Background: an optimization exercise with open tools, aiming at small area. Do not read the settings as production practice. The RTL was checked by simulation tests, not by an equivalence proof against the original design. Power is estimated from default activity; no workload was simulated.

Design nfc_bridge, start of the top module:
module nfc_bridge (
    input  wire clk,
    input  wire rst,
    input  wire i2c_scl,
    input  wire i2c_sda_in,
    output reg  i2c_sda_oe,
    output reg  spi_cs_n,
    output reg  spi_sck,
    output wire spi_mosi,
    input  wire spi_miso,
    input  wire fe_busy,
    output reg  fe_rst_n
);
==> flow/config.mk <==
export PLATFORM = sky130hd
export DESIGN_NAME = nfc_bridge
export DESIGN_NICKNAME = nfc_bridge
export VERILOG_FILES = /design/flow/design.v
export SDC_FILE = /design/flow/constraint.sdc
export NUM_CORES = 4
export LEC_CHECK = 0
export CAP_MARGIN = 20
export CORE_MARGIN = 2
export CORE_UTILIZATION = 40
export CTS_BUF_LIST = sky130_fd_sc_hd__clkbuf_8
export PLACE_DENSITY = 0.6
export SLEW_MARGIN = 20
==> flow/constraint.sdc <==
create_clock -name core_clock -period 10.0 [get_ports {clk}]
set_input_delay 2.0000 -clock core_clock [delete_from_list [all_inputs] [get_ports {clk}]]
set_output_delay 2.0000 -clock core_clock [all_outputs]
set_load 0.01 [all_outputs]
standard.sh (not shown) runs the stock make flow with config.mk's settings and CLKGATE_MAP_FILE= SYNTH_SCRIPT=/design/flow/synth_recipe.tcl, a recipe that flattens the netlist after the stock synthesis.
==> flow/flow/run.sh <==
#!/bin/bash
# Layout flow: the standard flow, with an area-oriented ABC mapping
# script in synthesis and a clock tree without dummy loads.
set -euo pipefail
S=$PWD/orfs_scripts
rm -rf "$S"
cp -r "$FLOW_HOME/scripts" "$S"
cp flow/abc_area.script "$S/abc_speed.script"
bash standard.sh SCRIPTS_DIR="$S" synth > synth.log 2>&1
bash standard.sh "BUFFER_PORTS_ARGS=-buffer_cell sky130_fd_sc_hd__buf_1" "CTS_ARGS=-sink_clustering_enable -repair_clock_nets -buf_list sky130_fd_sc_hd__clkbuf_8 -dont_use_dummy_load" > layout.log 2>&1
==> flow/flow/abc_area.script <==
strash
&get -n
&fraig -x
&put
scorr
dc2
strash
balance -l
resub -K 6 -l
rewrite -l
resub -K 6 -N 2 -l
refactor -l
resub -K 8 -l
balance -l
resub -K 8 -N 2 -l
rewrite -l
resub -K 10 -l
rewrite -z -l
resub -K 10 -N 2 -l
balance -l
resub -K 12 -l
refactor -z -l
resub -K 12 -N 2 -l
rewrite -z -l
balance -l
balance -l
resub -K 6 -l
rewrite -l
resub -K 6 -N 2 -l
refactor -l
resub -K 8 -l
balance -l
resub -K 8 -N 2 -l
rewrite -l
resub -K 10 -l
rewrite -z -l
resub -K 10 -N 2 -l
balance -l
resub -K 12 -l
refactor -z -l
resub -K 12 -N 2 -l
rewrite -z -l
balance -l
&get -n
&dch -f
&nf -R 1000
&put
topo
dnsize -c
Rerun with:
--- a/flow/design.v
+++ b/flow/design.v
@@ -132,20 +132,22 @@
     wire blk_part = (ms == M_SEND) && !scan && (idx == 5'd12);
     wire uid_part = (ms == M_SEND) && !scan && (xs == X_SHIFT) && (idx >= 5'd4) && (idx <= 5'd11);
     assign urot = uid_part ? {uj, bc} : 6'd0;
     assign spi_mosi = inb | (uid_part ? U[7] : blk_part ? blk[7] : ob[~bc]);
     wire samp = (xs == X_SHIFT) && !spi_sck && inb;
     wire rx_ok = samp && (ms == M_RDATA) && (idx != 5'd0) && !Fa && n_ok;
     wire u_rot9 = rx_ok && scan && idx == 5'd9;
     wire u_shift = (uid_part && spi_sck) || (rx_ok && scan && idx <= 5'd9);
     wire d_shift = (samp && ms == M_VER) || (rx_ok && !scan && idx <= 5'd4) ||
                    (ist == I_RD && !start_c && !stop_c && scl_fall && cnt != 4'd8 && d_out);
+    wire blk_shift = (!start_c && !stop_c && ist == I_WR && scl_rise && cnt < 4'd8 && accept && wcnt == 2'b01) ||
+                     (blk_part && xs == X_SHIFT && spi_sck);
     wire proceed = !busy_s || (idx[4] & idx[0]);
     wire i2c_ev  = !start_c && !stop_c;
     wire rd_take = i2c_ev && ist == I_ADDR && scl_fall && cnt == 4'd8 && rw;
     wire rd_ack  = i2c_ev && ist == I_RD && scl_rise && cnt == 4'd8 && !sda_s;
     wire bc_inc  = (xs == X_GAP) || ((xs == X_SHIFT) && spi_sck);
     wire idx_clr = (xs == X_GAP) || (xs == X_IDLE) || ((xs == X_WAIT) && proceed);
     wire idx_inc = ((xs == X_WAIT) && tick) || ((xs == X_SHIFT) && spi_sck && bc == 3'd7);
     always @(posedge clk) begin
         busy_s <= fe_busy;
         P      <= P + 6'd1;
@@ -171,73 +173,76 @@
             spi_cs_n   <= 1'b1;
             spi_sck    <= 1'b0;
             fe_rst_n   <= 1'b1;
             Q          <= 6'd0;
         end else begin
             if (start_c || stop_c) begin
                 if (ist == I_WR && accept) begin
                     cmd_ready <= 1'b1;
                     accept    <= 1'b0;
                 end
-                i2c_sda_oe <= 1'b0;
                 ist        <= start_c ? I_ADDR : I_IDLE;
             end else if (ist != I_IDLE) begin
                 if (scl_rise) begin
                     case (ist)
                         I_ADDR: begin
                             if (cnt == 4'd8)
                                 ist <= rw ? I_RD : I_WR;
                             else if (cnt == 4'd7)
                                 rw <= sda_s;
                             else if (sda_s == cnt[0])
                                 ist <= I_IDLE;            
                         end
                         I_WR: begin
                             if (cnt < 4'd8 && accept) begin
                                 if (!wcnt[0]) opc <= {opc[6:0], sda_s};
-                                if (wcnt == 2'b01) blk <= {blk[6:0], sda_s};
                             end
                         end
                         default: begin                
                             if (cnt == 4'd8) begin
                                 if (sda_s)
                                     ist <= I_IDLE;        
                             end
                         end
                     endcase
                 end else if (scl_fall) begin
                     case (ist)
                         I_ADDR: begin
                             if (cnt == 4'd8) begin
-                                i2c_sda_oe <= 1'b1;
                                 if (rw) begin
                                     taken     <= 1'b1;
                                 end else begin
                                     accept <= ~cmd_ready;
                                     if (!cmd_ready) wcnt <= 2'd0;
                                 end
                             end
                         end
                         I_WR: begin
                             if (cnt == 4'd8) begin
-                                i2c_sda_oe <= 1'b1;
                                 if (accept) wcnt <= {wcnt[0], 1'b1};
                             end else begin
-                                i2c_sda_oe <= 1'b0;
                             end
                         end
                         default: begin                
-                            i2c_sda_oe <= (cnt == 4'd8) ? 1'b0 : ~rbit;
                         end
                     endcase
                 end
             end
+            if (start_c || stop_c)
+                i2c_sda_oe <= 1'b0;
+            else if (scl_fall)
+                case (ist)
+                    I_ADDR:  if (cnt == 4'd8) i2c_sda_oe <= 1'b1;
+                    I_WR:    i2c_sda_oe <= (cnt == 4'd8);
+                    I_RD:    i2c_sda_oe <= (cnt != 4'd8) & ~rbit;
+                    default: ;
+                endcase
             case (ms)
                 M_IDLE, M_SEND: Q <= 6'd0;
                 M_ILOW, M_ISET, M_POLL:
                     if (tick && !(Q[5] & Q[0])) Q <= Q + 6'd1;
                 M_PROBE:
                     if (!inb) Q[0] <= 1'b1;                      
                     else if (samp) Q[0] <= Q[0] & ~spi_miso;
                 M_LEN:
                     if (!inb) Q <= 6'd0;
                     else if (samp && idx == 5'd0) Q <= {Q[5] | Q[4], Q[3:0], spi_miso};
@@ -250,21 +255,20 @@
                         spi_cs_n <= 1'b0;
                         xs       <= X_SHIFT;
                         if (inb && ms == M_VER) begin
                             resp_type <= R_VER; taken <= 1'b0;
                         end
                     end
                 end
                 X_SHIFT: begin
                     spi_sck <= ~spi_sck;
                     if (spi_sck) begin
-                        if (blk_part) blk <= {blk[6:0], 1'b0};
                         if (bc == 3'd7) begin
                             if (last_byte) xs <= X_GAP;
                         end
                     end
                 end
                 X_GAP: begin
                     spi_cs_n <= 1'b1;
                     if (bc[2] && !inb && has_in) begin
                         inb <= 1'b1;
                         xs  <= X_WAIT;
@@ -296,20 +300,21 @@
                                     if (scan) tp <= 1'b0;
                                 end
                             end
                         end
                     end
                     default: ;
                 endcase
             end
             if (u_shift) U <= {U[62:0], (uid_part || u_rot9) ? U[63] : spi_miso};
             if (d_shift) D <= {D[30:0], spi_miso};
+            if (blk_shift) blk <= {blk[6:0], sda_s};
             if ((xs == X_GAP && bc[2] && (inb || !has_in)) ||
                 (xs == X_WAIT && ms == M_IWAIT && proceed)) begin
                 xs  <= X_WAIT;           
                 inb <= 1'b0;
                 case (ms)
                     M_IWAIT: begin
                         ms   <= M_PROBE;
                     end
                     M_PROBE: begin
                         if (Fa | Q[0]) begin
Outcome:
- synthesized area came out lower by 1.4%
- worst setup slack degrades by 0.20 ns
- worst hold slack improves by 0.0084 ns
- via count came out lower by 0.64%
- sequential share of layout area came out higher by 0.72 points
- sequential cell count does not change
- count of clock-buffer cells in the layout stays the same
- register-to-register slack improves by 0.23 ns

## v6
nfc_bridge, a different RTL version from the one above (not shown whole).
clock: 10.0 ns
lec_check: 0
cap_margin: 20
core_margin: 2
core_utilization: 40
cts_buf_list: sky130_fd_sc_hd__clkbuf_8
place_density: 0.6
slew_margin: 20
Scripts as last shown in full above: flow/flow/run.sh, flow/flow/abc_area.script
Relative to v6, the following input files were edited for v7:
--- a/flow/design.v
+++ b/flow/design.v
@@ -26,19 +26,20 @@
     reg       cmd_ready;
     reg       accept;
     reg [1:0] wcnt;      
     reg [7:0] opc;
     reg [7:0] blk;
     localparam R_NONE = 3'd0, R_NOTAG = 3'd1, R_COMM = 3'd2, R_RESET = 3'd3,
                R_GETST = 3'd4, R_VER = 3'd5, R_BLOCK = 3'd6, R_UID = 3'd7;
     reg [2:0] resp_type;
     reg       taken;     
-    wire [2:0] sv_type = resp_type;
+    reg       sv_empty;  
+    wire [2:0] sv_type = sv_empty ? R_NONE : resp_type;
     reg [3:0] ridx;
     reg        ls;       
     reg        tp;       
     reg [63:0] U;        
     reg [31:0] D;        
     wire [2:0] rb   = ~cnt[2:0];             
     wire d_out = taken &&
                  ((sv_type == R_VER   && ridx != 4'd0 && ridx <= 4'd2) ||
                   (sv_type == R_BLOCK && ridx != 4'd0 && ridx <= 4'd4));
@@ -68,19 +69,19 @@
     localparam X_IDLE = 2'd0, X_WAIT = 2'd1, X_SHIFT = 2'd2, X_GAP = 2'd3;
     reg [3:0] ms;
     reg       boot;
     reg [1:0] xs;
     reg       inb;       
     reg [2:0] bc;
     reg [4:0] idx;
     reg [5:0] P;         
     reg [5:0] Q;         
-    reg       Fa;        
+    reg       Fa, Fb;    
     reg       busy_s;
     wire tick   = (P == 6'd63);
     wire scan   = ~opc[5];                   
     wire n_ok   = scan ? (Q >= 6'd10) : (Q >= 6'd5);
     reg [3:0] out_last;
     reg [4:0] in_last;
     reg       has_in;
     always @(*) begin
         has_in = 1'b0;
@@ -196,20 +197,21 @@
                             end
                         end
                     endcase
                 end else if (scl_fall) begin
                     case (ist)
                         I_ADDR: begin
                             if (cnt == 4'd8) begin
                                 i2c_sda_oe <= 1'b1;
                                 if (rw) begin
+                                    sv_empty  <= taken || resp_type == R_NONE;
                                     taken     <= 1'b1;
-                                    ridx      <= (taken || resp_type == R_NONE) ? 4'd9 : 4'd0;
+                                    ridx      <= 4'd0;
                                 end else begin
                                     accept <= ~cmd_ready;
                                     if (!cmd_ready) wcnt <= 2'd0;
                                 end
                             end
                         end
                         I_WR: begin
                             if (cnt == 4'd8) begin
                                 i2c_sda_oe <= 1'b1;
@@ -258,27 +260,28 @@
                         xs  <= X_WAIT;
                         idx <= 5'd0;
                     end
                 end
                 default: ;
             endcase
             if (samp) begin
                 case (ms)
                     M_PROBE: begin
-                        Fa   <= Fa & spi_miso;      
-                        Q[0] <= Q[0] & ~spi_miso;   
+                        Fa <= Fa & spi_miso;
+                        Fb <= Fb & ~spi_miso;
                     end
                     M_POLL: if (idx == 5'd0 && bc == 3'd7) Fa <= spi_miso;
                     M_LEN: begin
                         if (idx == 5'd0) begin
-                            Q <= {Q[5] | Q[4], Q[3:0], spi_miso};
+                            Q  <= {Q[4:0], spi_miso};
+                            Fb <= Fb | Q[5];
                         end else if (idx == 5'd1 && bc == 3'd7) begin
-                            Q[5] <= Q[5] | spi_miso;
+                            Fb <= Fb | spi_miso;
                         end
                     end
                     M_RDATA: begin
                         if (idx == 5'd0) begin
                             Fa <= Fa | spi_miso;
                             if (bc == 3'd7) begin
                                 if (!(Fa | spi_miso) && n_ok) begin
                                     resp_type <= scan ? R_UID : R_BLOCK; taken <= 1'b0;
                                     if (scan) tp <= 1'b1;
@@ -295,24 +298,24 @@
             if (u_shift) U <= {U[62:0], (uid_part || u_rot9) ? U[63] : spi_miso};
             if (d_shift) D <= {D[30:0], spi_miso};
             if ((xs == X_GAP && bc[2] && (inb || !has_in)) ||
                 (xs == X_WAIT && ms == M_IWAIT && proceed)) begin
                 xs  <= X_WAIT;           
                 inb <= 1'b0;
                 idx <= 5'd0;
                 case (ms)
                     M_IWAIT: begin
-                        ms   <= M_PROBE;
-                        Fa   <= 1'b1;
-                        Q[0] <= 1'b1;
+                        ms <= M_PROBE;
+                        Fa <= 1'b1;
+                        Fb <= 1'b1;
                     end
                     M_PROBE: begin
-                        if (Fa | Q[0]) begin
+                        if (Fa | Fb) begin
                             ls <= 1'b1;
                             xs <= X_IDLE;
                             ms <= M_IDLE;
                             boot <= 1'b0;
                             if (!boot) begin
                                 resp_type <= R_RESET; taken <= 1'b0;
                                 cmd_ready <= 1'b0;
                             end
                         end else begin
@@ -336,29 +339,30 @@
                         cmd_ready <= 1'b0;
                     end
                     M_SEND: begin
                         Q  <= 6'd0;
                         ms <= M_POLL;
                     end
                     M_POLL: begin
                         if (Fa) begin
                             Q  <= 6'd0;
+                            Fb <= 1'b0;
                             ms <= M_LEN;
                         end else if (Q[5] & Q[0]) begin
                             resp_type <= scan ? R_NOTAG : R_COMM; taken <= 1'b0;
                             if (scan) tp <= 1'b0;
                             cmd_ready <= 1'b0;
                             xs <= X_IDLE;
                             ms <= M_IDLE;
                         end
                     end
                     M_LEN: begin
-                        if (Q[5]) begin
+                        if (Fb | Q[5]) begin
                             Q  <= 6'd32;
                             Fa <= 1'b0;
                             ms <= M_RDATA;
                         end else if (Q[4:0] != 5'd0) begin
                             Fa <= 1'b0;
                             ms <= M_RDATA;
                         end else begin
                             resp_type <= scan ? R_NOTAG : R_COMM; taken <= 1'b0;
                             if (scan) tp <= 1'b0;
[summary]
- v7: total routed wire length on the met1 layer is 3.8% lower than what v6 reported.
- Lower ratio of final minimum period to clock period was reported by v6, not v7.
- Delta (v7 minus v6): depth of the worst register-to-register path lower; total of plain and repair buffers excluding clock buffers decreased by 1 relative to the old numbers; worst setup slack now sits lower.
- Density: v7 sparser than v6
- Total via count after detailed routing delta (v7 -> v6): insignificant
- The multi-input gate share of the layout cell area reported for v7 is greater than that of v6 by 0.27 points.
- The clock network fraction of design power number comes out lower for v7 vs v6.
- For the net switching component of the power, v7 came in 2.5% lower than v6 did.

port drivers added, routing unchanged:
In the flow no input, the clock included, has a driving cell. The finished layouts below were timed again as built, in two steps. Step 1: set_driving_cell puts a clkbuf_16 on clk and a buf_2 on each other input, an assumption about the parent block. Step 2 times the ports against the registers' clock, not the clock port: input delays grow and output delays shrink by t, the midpoint of the rising clock arrivals with the driver on. Slacks: ideal / step 1 / step 2; pairs: ideal / step 1.
run | t (ns) | setup WS [ns] | worst hold slack (ns)
the first run of note 1 | 0.480 | 4.757 / 4.717 / 4.792 | 0.391 / 0.391 / 0.391
the second run of note 1 | 0.484 | 4.559 / 4.516 / 5.000 | 0.400 / 0.400 / 0.400
v6 | 0.492 | 4.675 / 4.636 / 4.851 | 0.398 / 0.398 / 0.398
v7 | 0.496 | 4.512 / 4.474 / 4.903 | 0.389 / 0.389 / 0.389
After both steps every run listed still meets setup and hold.
